Background: an optimization exercise with open tools, aiming at small area. Do not read the settings as production practice.
The RTL was checked by simulation tests, not by an equivalence proof against the original design.
Power is estimated from default activity; no workload was simulated.

## nickel
// ipt_block
module ipt_block (
    input  wire         clk,
    input  wire         rst,
    input  wire         cmd_valid,
    input  wire [63:0]  cmd_word,
    output wire         cmd_ready,
    input  wire         tick,
    output reg          resp_valid,
    output reg  [31:0]  resp_data,
    output reg          invoke_valid,
    output wire [31:0]  invoke_ref,
    output wire [138:0] irq_en,
    output wire [416:0] irq_pri,
    output wire [3:0]   exc_en,
    output wire [20:0]  exc_pri
);
export LEC_CHECK = 0
export CAP_MARGIN = 10
export CORE_MARGIN = 2
export CORE_UTILIZATION = 45
export SLEW_MARGIN = 10
export SYNTH_HIERARCHICAL = 1
create_clock -name core_clock -period 8.0 [get_ports {clk}]
standard.sh (not shown) runs the stock make flow with config.mk's settings and CLKGATE_MAP_FILE= SYNTH_SCRIPT=/design/flow/synth_recipe.tcl, a recipe that flattens the netlist after the stock synthesis.
==> flow/flow/run.sh <==
#!/bin/bash
# Standard ORFS layout (the standard.sh) with these changes: ports are
# buffered with the smallest buffer cell, and clock tree synthesis uses
# clkbuf_4 cells in clusters of at most 8 sinks, with no dummy loads.
set -euo pipefail
bash standard.sh synth > synth_make.log 2>&1
bash standard.sh \
  "BUFFER_PORTS_ARGS=-buffer_cell sky130_fd_sc_hd__buf_1" \
  "CTS_ARGS=-sink_clustering_enable -repair_clock_nets -dont_use_dummy_load -buf_list sky130_fd_sc_hd__clkbuf_4 -sink_clustering_size 8 -sink_clustering_max_diameter 60" \
  finish > layout_make.log 2>&1
nickel finished every step from synthesis to the final layout, and the layout passed the timing, DRC and antenna checks.
What onyx does differently from nickel at the input level:
-- flow/flow/run.sh --
<<< nickel, line 2
# Standard ORFS layout (the standard.sh) with these changes: ports are
# buffered with the smallest buffer cell, and clock tree synthesis uses
# clkbuf_4 cells in clusters of at most 8 sinks, with no dummy loads.
>>> onyx, line 2
# Standard ORFS layout (the standard.sh) with these changes after the
# standard synthesis: ports are buffered with the smallest buffer cell; clock
# tree synthesis uses clkbuf_4 cells in clusters of at most 8 sinks, with no
# dummy loads; and after global routing the resizer downsizes gates on paths
# with positive slack (ORFS's RECOVER_POWER step, all such paths).
<<< nickel, line 8
>>> onyx, line 10
  "RECOVER_POWER=100" \
[summary]
- The final report for onyx shows a completed flow and a layout that fails verification, specifically max-capacitance violations, max-slew violations.
- Compared with nickel, onyx ends up with a smaller final cell area.
- nickel → onyx: share of the core filled with cells went down; synthesis-to-layout area growth went down by 0.97 points; met3 wire length higher; die area ~0 delta; final total power flat.
The inputs of lagoon differ from those of onyx as listed below.
Settings: CORE_UTILIZATION changed from 45 to 50.
==> flow/flow/run.sh <==
#!/bin/bash
# Standard ORFS layout (the standard.sh) with these changes: ports are
# buffered with the smallest buffer cell, and clock tree synthesis uses
# clkbuf_4 cells in clusters of at most 8 sinks, with no dummy loads.
set -euo pipefail
bash standard.sh synth > synth_make.log 2>&1
bash standard.sh \
  "BUFFER_PORTS_ARGS=-buffer_cell sky130_fd_sc_hd__buf_1" \
  "CTS_ARGS=-sink_clustering_enable -repair_clock_nets -dont_use_dummy_load -buf_list sky130_fd_sc_hd__clkbuf_4 -sink_clustering_size 8 -sink_clustering_max_diameter 60" \
  finish > layout_make.log 2>&1
==> summary.txt <==
lagoon | stages: all done | timing, DRC, antenna: all pass. lagoon has worst hold margin below what onyx had. For overall power after layout, lagoon and onyx come out practically identical. Routed wire length down about 3.6% in lagoon wrt onyx. Total via count in the routed design, onyx and lagoon, lower one = onyx. Comparing lagoon against onyx, there is no change at all in logic depth of the worst register-to-register path. onyx has higher number of maximum-capacitance violations than lagoon. Changes observed in lagoon relative to onyx: layout overhead on the synthesized area went up, final instance area went up, cell area power density went down, fraction of final layout cells with drive strength greater than 1 went up. Compared to onyx, lagoon has worst setup slack 0.57 ns higher.
> inputs changed (lagoon -> harbor)
Settings: a change of SLEW_MARGIN from 10 to 5; a change of CAP_MARGIN from 10 to 5; a change of CORE_UTILIZATION from 50 to 45.
==> comparison <==
- Switching power, harbor vs lagoon: up slightly
- Reported for harbor and lagoon, register bit count reported by yosys turned out identical to the last digit.
- The final reports for harbor and lagoon show final RePlAce weighted congestion lower in the former.
- Run comparison: harbor end point of the critical path en[127]$_DFFE_PP_; lagoon end point of the critical path en[9]$_DFFE_PP_
- Count of filler cells inserted in the layout, harbor and lagoon, lower one = lagoon.
- Changes observed in harbor relative to lagoon: final area did not really move, total power did not really move.

* * *

## blue
Another version of the RTL of ipt_block (not shown whole).
Size in the first run: roughly 2000 cells after synthesis, ~720 I/O pins, roughly 0.029 sq mm of cells after synthesis.
clock: 8.0 ns
lec_check: 0
cap_margin: 20
core_margin: 2
core_utilization: 55
place_density: 0.72
slew_margin: 20
synth_hierarchical: 1
==> flow/flow/run.sh <==
#!/bin/bash
# Standard ORFS layout (the standard.sh) with these changes: ports are
# buffered with the smallest buffer cell, and clock tree synthesis uses
# clkbuf_8 cells in clusters of at most 14 sinks, with no dummy loads.
set -euo pipefail
bash standard.sh synth > synth_make.log 2>&1
bash standard.sh \
  "BUFFER_PORTS_ARGS=-buffer_cell sky130_fd_sc_hd__buf_1" \
  "CTS_ARGS=-sink_clustering_enable -repair_clock_nets -dont_use_dummy_load -buf_list sky130_fd_sc_hd__clkbuf_8 -sink_clustering_size 14 -sink_clustering_max_diameter 60" \
  finish > layout_make.log 2>&1
What red does differently from blue at the input level:
Settings: PLACE_DENSITY no longer set, was 0.72; CORE_UTILIZATION now 45, was 55.
==> summary.txt <==
- Number of logic stages on the critical path including buffering (red over blue): decrease, 13
- Final area: red vs blue up about 0.5%
- Of red and blue, red shows the lower global routing usage summed across all routing layers, with blue above it.
- The clock network area share was comparable across red and blue.

* * *

oak:
Another version of the RTL of ipt_block (not shown whole).
For scale: ~2100 cells after synthesis, roughly 700 flip-flops, roughly 29000 µm² of cells after synthesis.
==> flow/config.mk <==
export PLATFORM = sky130hd
export DESIGN_NAME = ipt_block
export DESIGN_NICKNAME = ipt_block
export VERILOG_FILES = /design/flow/design.v
export SDC_FILE = /design/flow/constraint.sdc
export NUM_CORES = 4
export LEC_CHECK = 0
export CAP_MARGIN = 20
export CORE_MARGIN = 2
export CORE_UTILIZATION = 45
export CTS_BUF_LIST = sky130_fd_sc_hd__clkbuf_8
export CTS_CLUSTER_DIAMETER = 60
export CTS_CLUSTER_SIZE = 16
export SLEW_MARGIN = 20
export SYNTH_HIERARCHICAL = 1
==> flow/constraint.sdc <==
create_clock -name core_clock -period 8.0 [get_ports {clk}]
set_input_delay 1.6000 -clock core_clock [delete_from_list [all_inputs] [get_ports {clk}]]
set_output_delay 1.6000 -clock core_clock [all_outputs]
set_load 0.01 [all_outputs]
run.sh (not shown) runs the stock make flow with config.mk's settings and CLKGATE_MAP_FILE= SYNTH_SCRIPT=/design/flow/synth_recipe.tcl, a recipe that flattens the netlist after the stock synthesis.
Stock flow here: none of the scripts above is used.
For pine, these inputs were changed with respect to oak:
# oak
export LEC_CHECK = 0
export CAP_MARGIN = 20
export CORE_MARGIN = 2
export CORE_UTILIZATION = 45
export CTS_BUF_LIST = sky130_fd_sc_hd__clkbuf_8
export CTS_CLUSTER_DIAMETER = 60
export CTS_CLUSTER_SIZE = 16
export SLEW_MARGIN = 20
export SYNTH_HIERARCHICAL = 1
create_clock -name core_clock -period 8.0 [get_ports {clk}]
# pine
export LEC_CHECK = 0
export CAP_MARGIN = 20
export CORE_MARGIN = 2
export CORE_UTILIZATION = 45
export SLEW_MARGIN = 20
export SYNTH_HIERARCHICAL = 1
create_clock -name core_clock -period 8.0 [get_ports {clk}]
==> flow/flow/run.sh (new file) <==
#!/bin/bash
# Standard ORFS layout (the standard.sh) with these changes: ports are
# buffered with the smallest buffer cell, and clock tree synthesis uses
# clkbuf_8 cells in clusters of at most 16 sinks, with no dummy loads.
set -euo pipefail
bash standard.sh synth > synth_make.log 2>&1
bash standard.sh \
  "BUFFER_PORTS_ARGS=-buffer_cell sky130_fd_sc_hd__buf_1" \
  "CTS_ARGS=-sink_clustering_enable -repair_clock_nets -dont_use_dummy_load -buf_list sky130_fd_sc_hd__clkbuf_8 -sink_clustering_size 16 -sink_clustering_max_diameter 60" \
  finish > layout_make.log 2>&1
==> flow/standard.sh (new file) <==
#!/bin/bash
# synth_recipe.tcl (not shown) runs the flow's synth.tcl, then flattens the netlist and writes it again
# the make line also repeats each setting of config.mk as NAME=value (left out here)
make -C /OpenROAD-flow-scripts/flow DESIGN_CONFIG=/design/flow/config.mk WORK_HOME=/design/flow/orfs CLKGATE_MAP_FILE= SYNTH_SCRIPT=/design/flow/synth_recipe.tcl "${@:-finish}"
removed: flow/run.sh
Notes after the runs:
From oak to pine, share of the synthesized area in compound gates (AO/OA/AOI/OAI) did not move at all. Static leakage of pine falls short of that of oak by more than 10%. Summary of the comparison: non-clock buffer instance count of the final layout is higher in pine, relative to oak. Compared with oak, in pine shortest clock period the worst path allows after layout lower, wire length of the first global-routing pass -about 3.6%, total of buffers placed on input and output ports held steady. Delta (pine minus oak): maximum ir drop on the vdd rail went up about 3%, worst endpoint data arrival time shows a reduction of 170 ps, logic depth of the worst path, buffers included shows an increase of 14, global-route usage over all layers lower. Taking oak as the reference point, the clock buffer count of pine falls by 5.0%.

[afterwards: timing with drivers on the ports]
The flow's constraints put no driver on any port. The routed layouts listed below were extracted and timed again, unchanged, in two steps. Step 1 (the two cells are an assumption about what drives the block):
set clk [get_ports {clk}]
set_driving_cell -lib_cell sky130_fd_sc_hd__clkbuf_16 $clk
set_driving_cell -lib_cell sky130_fd_sc_hd__buf_2 [delete_from_list [all_inputs] $clk]
Step 2 also shifts input and output timing later by t, the mid clock arrival at the registers, as if the neighbouring blocks saw the same clock. Three values: no drivers, after step 1, after step 2; two values: the first two.
| run | t (ns) | slack for setup (ns) | cell pins on the clock port's net |
|---|---|---|---|
| nickel | 0.923 | 0.592 / 0.592 / -0.280 | 1 |
| onyx | 0.927 | 0.341 / 0.371 / -0.556 | 1 |
| lagoon | 0.923 | 0.913 / 0.913 / 0.145 | 1 |
| harbor | 0.923 | 0.592 / 0.592 / -0.280 | 1 |
| blue | 0.761 | 2.535 / 2.573 / 1.812 | 1 |
| red | 0.742 | 2.495 / 2.476 / 1.734 | 1 |
| oak | 0.774 | 2.133 / 2.164 / 1.389 | 1 |
| pine | 0.757 | 2.326 / 2.326 / 1.663 | 1 |
The setup slack of onyx, which loses most, moves by +0.030 ns with the drivers and by -0.897 ns with both steps.
